This design comes from an exercise in tuning for small area on the open sky130 flow, not from production work. Only simulation tests tie the RTL to the original design; equivalence was not proved. No activity file was given, so power comes from the tool's default toggle rates.

<file path="flow/config.mk">
export PLATFORM = sky130hd
export DESIGN_NAME = rsc
export DESIGN_NICKNAME = rsc
export VERILOG_FILES = /design/flow/design.v
export SDC_FILE = /design/flow/constraint.sdc
export NUM_CORES = 4
export LEC_CHECK = 0
export CAP_MARGIN = 20
export CORE_MARGIN = 2
export CORE_UTILIZATION = 40
export SLEW_MARGIN = 20
</file>
<file path="flow/constraint.sdc">
create_clock -name core_clock -period 200.0 [get_ports {clk}]
set_input_delay 40.0000 -clock core_clock [delete_from_list [all_inputs] [get_ports {clk}]]
set_output_delay 40.0000 -clock core_clock [all_outputs]
set_load 0.01 [all_outputs]
</file>
<file path="flow/design.v">
module rsc #(
    parameter NUM_PINS        = 16,
    parameter PIN_CONTROL_MIN = 9,
    parameter ADC_CHANNEL     = 0,
    parameter DISPATCH_CYCLES = 20,
    parameter ROM_DEPTH       = 64
) (
    input  wire                clk,
    input  wire                rst_n,
    input  wire [63:0]         rom_data,
    output reg                 adc_req,
    output wire [7:0]          adc_chan,
    input  wire                adc_ack,
    input  wire [9:0]          adc_data,
    output reg  [NUM_PINS-1:0] pwm_out,
    output reg  [1:0]          st_runstate,
    output reg  [3:0]          st_fault_code,
    output reg  [15:0]         st_fault_pc,
    output reg                 st_pw_oor,
    output reg  [15:0]         st_pc,
    output wire [15:0]         st_s,
    output wire [15:0]         st_a,
    output wire [15:0]         st_w
);
    localparam integer SAMPLE_READS     = 11;
    localparam integer SAMPLE_SETTLE_US = 1000;
    localparam integer REFRESH_US       = 20000;
    localparam integer MIN_PW_US        = 535;
    localparam integer MAX_PW_US        = 2350;
    localparam integer DEFAULT_PW_US    = 1500;
    localparam integer INIT_FRAMES      = 150;
    localparam integer INIT_SETTLE_US   = 2000000;
    localparam [1:0] RS_RESET = 2'd0, RS_RUN = 2'd1, RS_HALTED = 2'd2, RS_FAULTED = 2'd3;
    localparam [3:0] F_ILLEGAL_CMD  = 4'd1, F_PC_RANGE    = 4'd2, F_SAMPLE_UNSET = 4'd3,
                     F_MAP_BOUNDS   = 4'd4, F_MAP_DIV0    = 4'd5, F_BAD_PIN      = 4'd6,
                     F_BOUNDS_UNSET = 4'd7, F_EMIT_DIV0   = 4'd8, F_PW_NEGATIVE  = 4'd9,
                     F_PW_OVERRUN   = 4'd10;
    localparam [3:0] OP_SAMPLE = 4'h1, OP_MAP = 4'h2, OP_EMIT = 4'h3, OP_INIT = 4'h4,
                     OP_LDS = 4'h5, OP_JMP = 4'h6, OP_HALT = 4'h7;
    localparam [2:0] PH_IDLE     = 3'd0,    
                     PH_DISPATCH = 3'd1,    
                     PH_S_READ   = 3'd2,    
                     PH_S_SETTLE = 3'd3,    
                     PH_E_HIGH   = 3'd4,    
                     PH_E_LOW    = 3'd5,    
                     PH_I_SETTLE = 3'd6,    
                     PH_I_FRAME  = 3'd7;    
    assign adc_chan = ADC_CHANNEL[7:0];
    reg signed [15:0] S, A;
    reg        [15:0] W;
    reg               s_valid;
    reg signed [15:0] bnd_in_min, bnd_in_max, bnd_out_min, bnd_out_max;
    reg               bnd_valid;
    assign st_s = S;
    assign st_a = A;
    assign st_w = W;
    reg [2:0]  phase;
    reg [20:0] remaining;       
    reg [3:0]  k;               
    reg [13:0] sum;             
    reg [7:0]  cmd_pin;         
    reg [7:0]  init_end;        
    reg [7:0]  frame;           
    reg        init_high;       
    wire [3:0] op = rom_data[63:60];
    reg legal;
    always @(*) begin
        case (op)
            OP_SAMPLE: legal = (rom_data[59:0] == 60'd0);
            OP_MAP:    legal = (rom_data[11:0] == 12'd0);
            OP_EMIT:   legal = rom_data[51] ? (rom_data[50:16] == 35'd0)
                                            : (rom_data[51:0] == 52'd0);
            OP_INIT:   legal = (rom_data[51:0] == 52'd0);
            OP_LDS:    legal = (rom_data[59:16] == 44'd0);
            OP_JMP:    legal = (rom_data[59:16] == 44'd0);
            OP_HALT:   legal = (rom_data[59:0] == 60'd0);
            default:   legal = 1'b0;
        endcase
    end
    wire [7:0]         f_pin    = rom_data[59:52];
    wire               f_src    = rom_data[51];
    wire signed [15:0] f_imm    = rom_data[15:0];
    wire signed [15:0] f_in_min  = {{4{rom_data[59]}}, rom_data[59:48]};
    wire signed [15:0] f_in_max  = {{4{rom_data[47]}}, rom_data[47:36]};
    wire signed [15:0] f_out_min = {{4{rom_data[35]}}, rom_data[35:24]};
    wire signed [15:0] f_out_max = {{4{rom_data[23]}}, rom_data[23:12]};
    wire signed [16:0] in_span  = f_in_max - f_in_min;
    wire signed [16:0] out_span = f_out_max - f_out_min;
    wire signed [16:0] map_off  = S - f_in_min;
    wire map_below  = (S < f_in_min);
    wire map_above  = (S > f_in_max);
    wire map_bounds_bad = (f_in_min > f_in_max) || (f_out_min > f_out_max);
    wire map_wide   = (in_span > out_span);      
    wire [12:0] map_mul = map_wide ? out_span[12:0] + 13'd1 : out_span[12:0];
    wire [12:0] map_den = map_wide ? in_span[12:0]  + 13'd1 : in_span[12:0];
    wire [25:0] map_num = map_off[12:0] * map_mul;
    wire [25:0] map_q   = (map_den == 13'd0) ? 26'd0 : map_num / map_den;
    wire map_div0 = !map_below && !map_above && !map_wide && (in_span == 17'sd0);
    reg signed [15:0] map_r;
    always @(*) begin
        if (map_below)
            map_r = f_out_min;
        else if (map_above)
            map_r = f_out_max;
        else
            map_r = f_out_min + $signed({3'b000, map_q[12:0]});
    end
    wire signed [15:0] angle    = f_src ? f_imm : A;
    wire signed [17:0] e_diff   = angle - bnd_out_min;
    wire signed [16:0] e_span   = bnd_out_max - bnd_out_min;
    wire signed [28:0] e_num    = e_diff * $signed(29'd1815);    
    wire signed [28:0] e_q      = (e_span == 17'sd0) ? 29'sd0 : e_num / e_span;
    wire signed [28:0] e_w      = e_q + 29'sd535;
    wire e_neg     = (e_w < 0);
    wire e_overrun = (e_w > REFRESH_US);
    wire e_oor     = (e_w < MIN_PW_US) || (e_w > MAX_PW_US);
    wire [15:0] w_new = e_w[15:0];
    wire [13:0] sample_sum_next = sum + {4'd0, adc_data};
    wire [13:0] sample_avg      = sum / 14'd10;
    always @(posedge clk or negedge rst_n) begin
        if (!rst_n) begin
            st_runstate   <= RS_RESET;
            st_fault_code <= 4'd0;
            st_fault_pc   <= 16'd0;
            st_pw_oor     <= 1'b0;
            st_pc         <= 16'd0;
            pwm_out       <= {NUM_PINS{1'b0}};
            adc_req       <= 1'b0;
            S             <= 16'sd0;
            A             <= 16'sd0;
            W             <= 16'd0;
            s_valid       <= 1'b0;
            bnd_in_min    <= 16'sd0;
            bnd_in_max    <= 16'sd0;
            bnd_out_min   <= 16'sd0;
            bnd_out_max   <= 16'sd0;
            bnd_valid     <= 1'b0;
            phase         <= PH_IDLE;
            remaining     <= 21'd0;
            k             <= 4'd0;
            sum           <= 14'd0;
            cmd_pin       <= 8'd0;
            init_end      <= 8'd0;
            frame         <= 8'd0;
            init_high     <= 1'b0;
        end else begin
            adc_req <= 1'b0;
            if (st_runstate == RS_RESET) begin
                st_runstate <= RS_RUN;
                phase       <= PH_DISPATCH;
                remaining   <= DISPATCH_CYCLES - 1;
            end else begin
                case (phase)
                PH_DISPATCH: begin
                    if (remaining != 21'd0) begin
                        remaining <= remaining - 21'd1;
                    end else if (st_pc >= ROM_DEPTH) begin
                        raise_fault(F_PC_RANGE);
                    end else if (!legal) begin
                        raise_fault(F_ILLEGAL_CMD);
                    end else begin
                        case (op)
                        OP_SAMPLE: begin
                            adc_req <= 1'b1;
                            sum     <= 14'd0;
                            k       <= 4'd0;
                            phase   <= PH_S_READ;
                        end
                        OP_LDS: begin
                            S       <= f_imm;
                            s_valid <= 1'b1;
                            next_cmd(st_pc + 16'd1);
                        end
                        OP_MAP: begin
                            if (!s_valid)
                                raise_fault(F_SAMPLE_UNSET);
                            else if (map_bounds_bad)
                                raise_fault(F_MAP_BOUNDS);
                            else if (map_div0)
                                raise_fault(F_MAP_DIV0);
                            else begin
                                A           <= map_r;
                                bnd_in_min  <= f_in_min;
                                bnd_in_max  <= f_in_max;
                                bnd_out_min <= f_out_min;
                                bnd_out_max <= f_out_max;
                                bnd_valid   <= 1'b1;
                                next_cmd(st_pc + 16'd1);
                            end
                        end
                        OP_EMIT: begin
                            if (f_pin >= NUM_PINS)
                                raise_fault(F_BAD_PIN);
                            else if (!bnd_valid)
                                raise_fault(F_BOUNDS_UNSET);
                            else if (e_span == 17'sd0)
                                raise_fault(F_EMIT_DIV0);
                            else if (e_neg)
                                raise_fault(F_PW_NEGATIVE);
                            else if (e_overrun)
                                raise_fault(F_PW_OVERRUN);
                            else begin
                                W       <= w_new;
                                cmd_pin <= f_pin;
                                if (e_oor)
                                    st_pw_oor <= 1'b1;
                                if (w_new != 16'd0) begin
                                    pwm_out[f_pin[3:0]] <= 1'b1;
                                    remaining <= {5'd0, w_new} - 21'd1;
                                    phase     <= PH_E_HIGH;
                                end else begin
                                    remaining <= REFRESH_US - 1;
                                    phase     <= PH_E_LOW;
                                end
                            end
                        end
                        OP_INIT: begin
                            if (f_pin >= NUM_PINS)
                                raise_fault(F_BAD_PIN);
                            else begin
                                init_end  <= f_pin;
                                cmd_pin   <= PIN_CONTROL_MIN;
                                frame     <= 8'd0;
                                init_high <= 1'b0;
                                remaining <= INIT_SETTLE_US - 1;
                                phase     <= PH_I_SETTLE;
                            end
                        end
                        OP_JMP: begin
                            next_cmd(rom_data[15:0]);
                        end
                        default: begin   
                            st_runstate <= RS_HALTED;
                            phase       <= PH_IDLE;
                        end
                        endcase
                    end
                end
                PH_S_READ: begin
                    if (adc_ack) begin
                        sum       <= sample_sum_next;
                        remaining <= SAMPLE_SETTLE_US - 1;
                        phase     <= PH_S_SETTLE;
                    end
                end
                PH_S_SETTLE: begin
                    if (remaining != 21'd0) begin
                        remaining <= remaining - 21'd1;
                    end else if (k == SAMPLE_READS - 1) begin
                        S       <= $signed({2'b00, sample_avg});
                        s_valid <= 1'b1;
                        next_cmd(st_pc + 16'd1);
                    end else begin
                        k       <= k + 4'd1;
                        adc_req <= 1'b1;
                        phase   <= PH_S_READ;
                    end
                end
                PH_E_HIGH: begin
                    if (remaining != 21'd0) begin
                        remaining <= remaining - 21'd1;
                    end else begin
                        pwm_out[cmd_pin[3:0]] <= 1'b0;
                        if (W == REFRESH_US) begin
                            next_cmd(st_pc + 16'd1);
                        end else begin
                            remaining <= REFRESH_US - 1 - {5'd0, W};
                            phase     <= PH_E_LOW;
                        end
                    end
                end
                PH_E_LOW: begin
                    if (remaining != 21'd0)
                        remaining <= remaining - 21'd1;
                    else
                        next_cmd(st_pc + 16'd1);
                end
                PH_I_SETTLE: begin
                    if (remaining != 21'd0) begin
                        remaining <= remaining - 21'd1;
                    end else if (init_end < PIN_CONTROL_MIN) begin
                        next_cmd(st_pc + 16'd1);
                    end else begin
                        pwm_out[cmd_pin[3:0]] <= 1'b1;
                        init_high <= 1'b1;
                        remaining <= DEFAULT_PW_US - 1;
                        phase     <= PH_I_FRAME;
                    end
                end
                PH_I_FRAME: begin
                    if (remaining != 21'd0) begin
                        remaining <= remaining - 21'd1;
                    end else if (init_high) begin
                        pwm_out[cmd_pin[3:0]] <= 1'b0;
                        init_high <= 1'b0;
                        remaining <= REFRESH_US - DEFAULT_PW_US - 1;
                    end else if (frame == INIT_FRAMES - 1) begin
                        if (cmd_pin == init_end) begin
                            next_cmd(st_pc + 16'd1);
                        end else begin
                            cmd_pin <= cmd_pin + 8'd1;
                            frame   <= 8'd0;
                            pwm_out[cmd_pin[3:0] + 4'd1] <= 1'b1;
                            init_high <= 1'b1;
                            remaining <= DEFAULT_PW_US - 1;
                        end
                    end else begin
                        frame     <= frame + 8'd1;
                        pwm_out[cmd_pin[3:0]] <= 1'b1;
                        init_high <= 1'b1;
                        remaining <= DEFAULT_PW_US - 1;
                    end
                end
                default: ;   
                endcase
            end
        end
    end
    task next_cmd(input [15:0] new_pc);
        begin
            st_pc     <= new_pc;
            phase     <= PH_DISPATCH;
            remaining <= DISPATCH_CYCLES - 1;
        end
    endtask
    task raise_fault(input [3:0] code);
        begin
            st_runstate   <= RS_FAULTED;
            st_fault_code <= code;
            st_fault_pc   <= st_pc;
            phase         <= PH_IDLE;
            remaining     <= 21'd0;
        end
    endtask
endmodule
</file>
<file path="flow/run.sh">
#!/bin/bash
# synth_recipe.tcl (not shown) runs the flow's synth.tcl, then flattens the netlist and writes it again
# the make line also repeats each setting of config.mk as NAME=value (left out here)
make -C /OpenROAD-flow-scripts/flow DESIGN_CONFIG=/design/flow/config.mk WORK_HOME=/design/flow/orfs CLKGATE_MAP_FILE= SYNTH_SCRIPT=/design/flow/synth_recipe.tcl finish
</file>
==> impl_metrics.ini <==
[run_status]
status = finished clean

[pwr]
pwr-share-comb = 1.000
peakVddDrop_v = 0.00946
pg_seq_uw = 55.0
largestPowerGroup = combinational logic
total_leakage_power_uw = 0.0308
power_density_nw_per_um2 = 9050
clockPowerShare = 0
p_comb_uw = 624000
netSwitchingFraction = 0.568
p_int_uw = 269000
seq_power_share = 0
switchingPower_uw = 355000
pg_clk_uw = 35.5

[critical_path]
cp_slowest_cell = clkdlybuf4s50_1
cp-endpoint = remaining[15]
setup.worst_path.class = input pin to flop
critPathArrivalTime_ps = 155720
cp_top_family = compound AO/OA/AOI/OAI gates
cpPeakStageDelay_ps = 1020
r2r_start = A[0]
start_kind = input pin
crit_cells = 553
crit_top_cell = o21a_1
crit_start = rom_data[51]
regToRegEndpoint = remaining[15]
r2r_slack_ps = 84930
worstPathRequired_ps = 200410
critPathCaptureType = flop
reg2regPathDepth = 552
crit_buf_inv = 29
cp_max_fo = 36

[timing]
holdWs_ps = 485
finalSetupTns_ps = 0
max_freq_ghz = 0.00644
setup_viol = 0
relSlewSlack = 0.198
slew_violations = 0
finalHoldViolCount = 0
fin_crit_sh = 0.777
finClkSkew_ps = 17.8
tightest_slew_ps = 1190
period_minus_slack_ps = 155310
rsz0062_at_grt = no

[synthesis]
netlist.area_leader.share = 0.199
avgSynthCellArea_sq_um = 7.32
yosys.area.top_type = ha_1
ys_ff_latch = 196
yosysWarnings = 1
synthTopCellsByCount = 1,010 x ha_1, 849 x nand2_1, 776 x nor2_1
synth_fa_ha_area_frac = 0.257
synthCells = 8678
ys_async_sr_fraction = 1.00
synth_cell_types = 124
synth.yosys.seq_area_share = 0.0772
synth-edff-count = 0
yosys.area_share.simple = 0.237
synthMuxAreaShare = 0.0442
synth_xor_area_frac = 0.0652
synth_top_family_by_area = compound AO/OA/AOI/OAI gates
synthMostInstantiatedCell = ha_1
synth_compound_area_frac = 0.263
synthesis.area_sq_um = 63500
synth_area_leaders = ha_1 20%, dfrtp_1 7.7%, fa_1 5.7%
synthFlopType = dfrtp_1

[grt]
grtUsageTotal = 0.258
grt_max_degree = 87
antenna_found_initial = 10
grt_pass1_wl_microns = 339000
grt-ovfl-total = 0
grt_pass1_vias = 60832

[job]
maxCapViolations = 0

[floorplanning]
die_area_sq_um = 162000
ios = 189
num_rows = 146
initial_core_util = 0.402
die_h_microns = 403
dieWidth_microns = 403
core_area_sq_um = 158000

[placed_design]
place_congestion = 0.945
port_buffers = 180
dp.cells = 10886
post-dp-hpwl_microns = 177000
placed_cell_area_sq_um = 68300

[drt]
viasPerCell = 5.90
post-route-drc-count = 0
drtAntennaViolNets = 0
drtIter0Drc = 4754
dr.pass1.iters = 8
wl_per_cell_microns = 19.8
routed_wl_microns = 217000
vias = 64403

[finish]
stdcell_area_sq_um = 68900
area_growth_syn_to_layout_pct = 8.43
nets = 10103
final_cells = 10923
drive_above_1_share = 0.0589
utilization = 0.436

[worst_hold_path]
min_path_type = flop to flop
min_to = bnd_out_min[11]
worstHoldPathCells = 2
hp-start = bnd_out_min[11]

[clocking]
cts-root-buf = clkbuf_16
clock-sinks = 196
clkSlewWorstSetupHoldPaths_ps = 80
cts_setup_buffers = 0
ctsHoldBuffers = 0
cts_tree = built
h-tree-depth = 4
cts_buffer_depth = 2
cts_resized = 0
numCtsBuffers = 17
insertion_delay_ps = 470
[power by group through the flow]
stage / logic, uW / registers (uW) / clock network (uW)
floorplan: 666000 / 51.2 / 0
global placement: 624000 / 55.2 / 0
[layout by cell type (no fill, tap or decap), drive strengths merged, types with 182 or more instances in the layout]
| master | count |
|---|---|
| a21o | 186 |
| a21oi | 528 |
| dfrtp | 196 |
| fa | 182 |
| ha | 1010 |
| inv | 629 |
| nand2 | 849 |
| nor2 | 776 |
| nor3 | 480 |
| o21a | 423 |
| o21ai | 521 |
| o31ai | 184 |
| xnor2 | 312 |
[state kept, by name, indices dropped and copies added, names as in the netlist, 8 cells and up]
register / flops
bnd_out_max: 12
sum: 14
frame: 8
W: 16
st_fault_pc: 16
A: 15
S: 16
pwm_out: 16
bnd_out_min: 12
cmd_pin: 8
init_end: 8
st_pc: 16
remaining: 21
[worst min path at each step]
stage	end	start	cells past startpoint	slack, ps
2_1_floorplan	frame[7]	frame[7]	1	450
3_3_place_gp	frame[7]	frame[7]	1	460
[logic make-up after synthesis]
| family | after synthesis |
|---|---|
| mux | 256 |
| simple gates | 3129 |
| compound gates | 2503 |
| other cells | 2 |
| flops | 196 |
| fa+ha+maj | 1199 |
| buf+inv | 923 |
| xor+xnor | 470 |
[per-layer routing]
layer | vias to the layer above | wire [microns] | GRT usage
li1 | 31707 | - | -
met1 | 30625 | 98400 | 0.350
met2 | 1760 | 97800 | 0.426
met3 | 297 | 14500 | 0.0401
met4 | 14 | 5720 | 0.0685
met5 | - | 83 | 0
[cell type report]
class	count	area [sq um]
Clock buffer	20	447
Sequential cell	196	4900
Inverter	625	2350
Multi-Input combinational cell	7701	55800
Antenna cell	4	10.0
Tap cell	2072	2590
Timing Repair Buffer	293	2660
Fill cell	16136	89100
Clock inverter	12	119
[metrics by stage]
| stage | total power [uW] | worst slack [ps] |
|---|---|---|
| after floorplan | 666000 | 56030 |
| after global placement | 624000 | 48780 |
| after detailed placement | 627000 | 45400 |
| after CTS | 628000 | 45380 |
| after global routing | 638000 | 33570 |
| final | 624000 | 44690 |

-- static timing again, ports no longer ideal --
In the flow no input, the clock included, has a driving cell. The finished layout below was timed again as built, in two steps. Step 1, drivers: a clkbuf_16 drives clk and a buf_2 each remaining input, both assumed. Step 2 moves the port delays by t, midway between the first and last clock arrival at a register: inputs arrive t later, outputs are due t later. That takes back most of the time a late clock gives input paths. Three values: no drivers, after step 1, after step 2; two values: the first two.
t (ns): 0.538
setup WS [ns]: 44.692 / 44.693 / 44.155
worst hold slack (ns): 0.485 / 0.485 / 0.485
latest minus earliest clock arrival (ns): 0.018 / 0.018
cell pins on the clock port's net: 1
After both steps this run still meets setup and hold. The setup slack of this run moves by +0.001 ns with the drivers and by -0.537 ns with both steps.
